Context: an optimization exercise on an open-source flow, tuned for small area. The choices shown serve that exercise and are no tape-out recipe.
Function was checked by simulation only, so behaviour that the tests miss may differ from the original.
Power figures rest on the tool's default switching activity, not on a simulated workload.

==> juniper <==
==> flow/design.v (excerpt) <==
module hyi_telemetry (
    input  wire        clk,
    input  wire        rst,             
    input  wire        ev_valid,
    input  wire [15:0] ev_word,
    input  wire [4:0]  rd_addr,         
    output reg  [31:0] rd_data,
    output reg  [1:0]  chst_av,
    output reg  [1:0]  chst_pl,
    output reg  [1:0]  chst_jg,
    output reg         tick_running,
    output reg  [7:0]  seq,
    output reg  [7:0]  err_av,
    output reg  [7:0]  err_pl,
    output reg  [7:0]  err_jg,
    output reg  [2:0]  n_connected,     
    output reg  [2:0]  n_disconnected,
    output reg  [2:0]  n_open_error,
    output reg  [2:0]  n_errcnt,
    output reg  [1:0]  n_decoded,       
    output reg         n_sent,
    output reg         n_send_error,
    output wire        tx_valid,
    output wire [7:0]  tx_byte
);
    localparam [7:0] TEAM_ID = 8'h2A;
    localparam [1:0] CLOSED = 2'd0, OPENING = 2'd1, OPEN = 2'd2, FAULTED = 2'd3;
  ...
Settings: LEC_CHECK=0, CAP_MARGIN=20, CORE_MARGIN=2, CORE_UTILIZATION=60, SLEW_MARGIN=20; clock period 12.0 ns.
standard.sh (not shown) runs the stock make flow with config.mk's settings and CLKGATE_MAP_FILE= SYNTH_SCRIPT=/design/flow/synth_recipe.tcl, a recipe that flattens the netlist after the stock synthesis.
==> flow/flow/run.sh <==
#!/bin/bash
# Own layout flow:
#  1. the standard synthesis (standard.sh synth), unchanged;
#  2. the gates between the flip-flops re-mapped for area by Yosys/ABC
#     (flow/remap.tcl): every flip-flop keeps its name and cell type;
#  3. the standard layout from that netlist (standard.sh), with the
#     clock tree built from clkbuf_8 leaf buffers in larger clusters and
#     without dummy loads, and the port buffers made with buf_1.
# Each tool's output goes to a log file of its own in the work folder.
set -euo pipefail
W=$(pwd)
R=$W/orfs/results/$FLOW_PLATFORM/hyi_telemetry/base
PDK=$FLOW_HOME/platforms/$FLOW_PLATFORM

bash standard.sh synth > $W/log_1_synth.txt 2>&1

DONT_USE=$(sed -n '/^export DONT_USE_CELLS/,/^#/p' $PDK/config.mk | grep -o 'sky130_fd_sc_hd__[a-z0-9_]*' | tr '\n' ' ')
cp $R/1_2_yosys.v $W/netlist_standard.v
REMAP_LIB=$PDK/lib/sky130_fd_sc_hd__tt_025C_1v80.lib \
REMAP_FLOPS=$W/flow/flops.v \
REMAP_ABC=$W/flow/area.abc \
REMAP_IN=$W/netlist_standard.v \
REMAP_OUT=$W/netlist_remapped.v \
REMAP_TOP=$FLOW_TOP \
REMAP_LOGDIR=$W \
REMAP_DONT_USE="$DONT_USE" \
  yosys -c $W/flow/remap.tcl > $W/log_2_remap.txt 2>&1
cp $W/netlist_remapped.v $R/1_2_yosys.v
rm -f $R/1_synth.odb $R/1_synth.sdc

CTS="-sink_clustering_enable -repair_clock_nets -dont_use_dummy_load -buf_list sky130_fd_sc_hd__clkbuf_8 -sink_clustering_size 16 -sink_clustering_max_diameter 70"
bash standard.sh finish "CTS_ARGS=$CTS" "BUFFER_PORTS_ARGS=-buffer_cell sky130_fd_sc_hd__buf_1" > $W/log_3_layout.txt 2>&1
==> flow/flow/area.abc <==
strash
&get -n
&fraig -x
&put
dc2
strash
&get -n
&dch -f
&nf -R 1000
&put
==> flow/flow/flops.v <==
(* techmap_celltype = "sky130_fd_sc_hd__edfxtp_1" *)
module _map_edfxtp (input CLK, input D, input DE, output Q);
  \$_DFFE_PP_ _TECHMAP_REPLACE_ (.C(CLK), .D(D), .E(DE), .Q(Q));
endmodule
(* techmap_celltype = "sky130_fd_sc_hd__dfxtp_1" *)
module _map_dfxtp (input CLK, input D, output Q);
  \$_DFF_P_ _TECHMAP_REPLACE_ (.C(CLK), .D(D), .Q(Q));
endmodule
==> flow/flow/remap.tcl <==
# Re-map the combinational logic of the standard synthesis netlist for area.
# The flip-flops keep their instance names and cell types: they are turned back
# into Yosys flip-flops for the re-mapping and mapped again by dfflibmap.
yosys -import
set lib $::env(REMAP_LIB)
set dont_use {}
foreach c $::env(REMAP_DONT_USE) { lappend dont_use -dont_use $c }
read_liberty -ignore_miss_func $lib
read_verilog $::env(REMAP_IN)
hierarchy -check -top $::env(REMAP_TOP)
tee -o $::env(REMAP_LOGDIR)/remap_before.txt stat -liberty $lib
techmap -map $::env(REMAP_FLOPS)
flatten
opt_clean -purge
tee -o $::env(REMAP_LOGDIR)/remap_mid.txt stat
abc -liberty $lib -script $::env(REMAP_ABC) {*}$dont_use
read_liberty -lib -overwrite $lib
dfflibmap -liberty $lib {*}$dont_use
opt_clean -purge
hilomap -singleton -hicell sky130_fd_sc_hd__conb_1 HI -locell sky130_fd_sc_hd__conb_1 LO
splitnets
opt_clean -purge
insbuf -buf sky130_fd_sc_hd__buf_4 A X
tee -o $::env(REMAP_LOGDIR)/remap_check.txt check -assert -mapped
tee -o $::env(REMAP_LOGDIR)/remap_after.txt stat -liberty $lib
write_verilog -noattr -nohex -nodec $::env(REMAP_OUT)
==> inputs of willow, as changes to juniper <==
--- a/flow/design.v
+++ b/flow/design.v
@@ -190,21 +190,40 @@
             rd_data = av_vld ? t_rd : 32'd0;
         else
             rd_data = pl_vld ? t_rd : 32'd0;
     end
     wire do_tx = is_tick && tick_running && chst_jg == OPEN;
-    reg [32*7-1:0] snap_a;    
-    reg [32*7-1:0] snap_b;    
-    reg [7:0]      snap_c;    
+    reg [75*8-1:0] ld;        
+    reg [74:0]     ld_en;     
+    integer b;
+    always @(*) begin
+        ld    = {75*8{1'b0}};
+        ld_en = 75'd0;
+        ld[8*5 +: 8]   = seq;
+        ld[8*6  +: 32] = t_av[32*4 +: 32];
+        ld[8*10 +: 32] = t_av[32*2 +: 32];
+        ld[8*14 +: 32] = t_av[32*0 +: 32];
+        ld[8*18 +: 32] = t_av[32*1 +: 32];
+        ld[8*22 +: 32] = t_pl[32*2 +: 32];
+        ld[8*26 +: 32] = t_pl[32*0 +: 32];
+        ld[8*30 +: 32] = t_pl[32*1 +: 32];
+        ld[8*46 +: 32] = t_av[32*8 +: 32];
+        ld[8*50 +: 32] = t_av[32*9 +: 32];
+        ld[8*54 +: 32] = t_av[32*10 +: 32];
+        ld[8*58 +: 32] = t_av[32*5 +: 32];
+        ld[8*62 +: 32] = t_av[32*6 +: 32];
+        ld[8*66 +: 32] = t_av[32*7 +: 32];
+        ld[8*70 +: 32] = t_av[32*11 +: 32];
+        ld[8*74 +: 8]  = t12;
+        for (b = 5; b <= 33; b = b + 1) ld_en[b] = 1'b1;
+        for (b = 46; b <= 74; b = b + 1) ld_en[b] = 1'b1;
+    end
+    reg [75*8-1:0] chain;
     always @(posedge clk) begin
-        if (do_tx) begin
-            snap_a <= {t_pl[32*1 +: 32], t_pl[32*0 +: 32], t_pl[32*2 +: 32],
-                       t_av[32*1 +: 32], t_av[32*0 +: 32], t_av[32*2 +: 32], t_av[32*4 +: 32]};
-            snap_b <= {t_av[32*11 +: 32], t_av[32*7 +: 32], t_av[32*6 +: 32], t_av[32*5 +: 32],
-                       t_av[32*10 +: 32], t_av[32*9 +: 32], t_av[32*8 +: 32]};
-            snap_c <= t12;
-        end
+        for (b = 0; b <= 73; b = b + 1)
+            chain[8*b +: 8] <= (do_tx && ld_en[b]) ? ld[8*b +: 8] : chain[8*(b+1) +: 8];
+        chain[8*74 +: 8] <= ld[8*74 +: 8];
     end
     reg [6:0] tx_idx;
     reg       tx_active;
     reg       snap_av, snap_pl;
     reg [7:0] tx_sum;
@@ -228,23 +247,22 @@
         if (do_tx) begin
             snap_av <= av_vld;
             snap_pl <= pl_vld;
         end
     end
-    wire [6:0] widx = tx_idx - 7'd6;
+    wire [7:0] head = chain[7:0];
     reg  [7:0] tx_out;
     always @(*) begin
         if (tx_idx <= 7'd1)       tx_out = 8'hFF;
         else if (tx_idx == 7'd2)  tx_out = 8'h54;
         else if (tx_idx == 7'd3)  tx_out = 8'h52;
         else if (tx_idx == 7'd4)  tx_out = TEAM_ID;
-        else if (tx_idx == 7'd5)  tx_out = seq - 8'd1;
-        else if (tx_idx <= 7'd21) tx_out = snap_av ? snap_a[8*widx[4:0] +: 8] : 8'd0;
-        else if (tx_idx <= 7'd33) tx_out = snap_pl ? snap_a[8*widx[4:0] +: 8] : 8'd0;
+        else if (tx_idx == 7'd5)  tx_out = head;
+        else if (tx_idx <= 7'd21) tx_out = snap_av ? head : 8'd0;
+        else if (tx_idx <= 7'd33) tx_out = snap_pl ? head : 8'd0;
         else if (tx_idx <= 7'd45) tx_out = 8'd0;
-        else if (tx_idx <= 7'd73) tx_out = snap_av ? snap_b[8*(widx - 7'd40) +: 8] : 8'd0;
-        else if (tx_idx == 7'd74) tx_out = snap_av ? snap_c : 8'd0;
+        else if (tx_idx <= 7'd74) tx_out = snap_av ? head : 8'd0;
         else if (tx_idx == 7'd75) tx_out = tx_sum;
         else if (tx_idx == 7'd76) tx_out = 8'h0D;
         else                      tx_out = 8'h0A;
     end
     always @(posedge clk) begin
==> flow/run.sh (new file) <==
#!/bin/bash
# synth_recipe.tcl (not shown) runs the flow's synth.tcl, then flattens the netlist and writes it again
# the make line also repeats each setting of config.mk as NAME=value (left out here)
make -C /OpenROAD-flow-scripts/flow DESIGN_CONFIG=/design/flow/config.mk WORK_HOME=/design/flow/orfs CLKGATE_MAP_FILE= SYNTH_SCRIPT=/design/flow/synth_recipe.tcl finish
- CORE_UTILIZATION: 60 -> 25
removed: flow/flow/run.sh
removed: flow/flow/area.abc
removed: flow/flow/flops.v
removed: flow/flow/remap.tcl
removed: flow/standard.sh
==> run notes <==
status: no timing/DRC/antenna violations
Clock Latency Late Sink: 0.84 ns
pre-CTS setup slack: 3.22 ns
number of global-route vias before repair: 38,900
CP peak stage delay: 0.84 ns
Max Clock Skew: 0.0245 ns
# rows: 189
fraction of area in registers: 63.9%
CP max FO: 23
combinational power: 173 uW
FF-to-FF setup slack: 7.27 ns
core area: 265,000 um2
(the above is from willow)
==> run notes <==
CP max FO: 39
FF-to-FF setup slack: 5.39 ns
Total Neg Setup Slack: 0 ns
Max Clock Skew: 0.113 ns
number of global-route vias before repair: 36,200
CP peak stage delay: 1.03 ns
combinational power: 119 uW
Clock Latency Late Sink: 0.87 ns
status: no timing/DRC/antenna violations
core area: 107,000 um2
fraction of area in registers: 75.3%
# rows: 120
(the above is from juniper)

==> what the ideal ports hide <==
The results above use ideal ports. As a check the final layouts listed here were re-extracted and re-timed, cells and wires unchanged.
Step 1: set_driving_cell puts a clkbuf_16 on clk and a buf_2 on each other input, an assumption about the parent block.
Step 2 also shifts input and output timing later by t, the mid clock arrival at the registers, as if the neighbouring blocks saw the same clock.
Three values: ideal, step 1, step 2; two values: the first two.
| run | t (ns) | slack for setup (ns) | worst register clock-pin slew, ns | cell pins on the clock port's net |
|---|---|---|---|---|
| juniper | 0.894 | 3.483 / 3.415 / 3.467 | 0.12 / 0.12 | 1 |
| willow | 0.908 | 3.161 / 3.114 / 3.114 | 0.07 / 0.07 | 1 |
After both steps every run listed still meets setup and hold. For willow, which loses most, drivers alone change the setup slack by -0.047 ns; drivers and shift together by -0.047 ns.
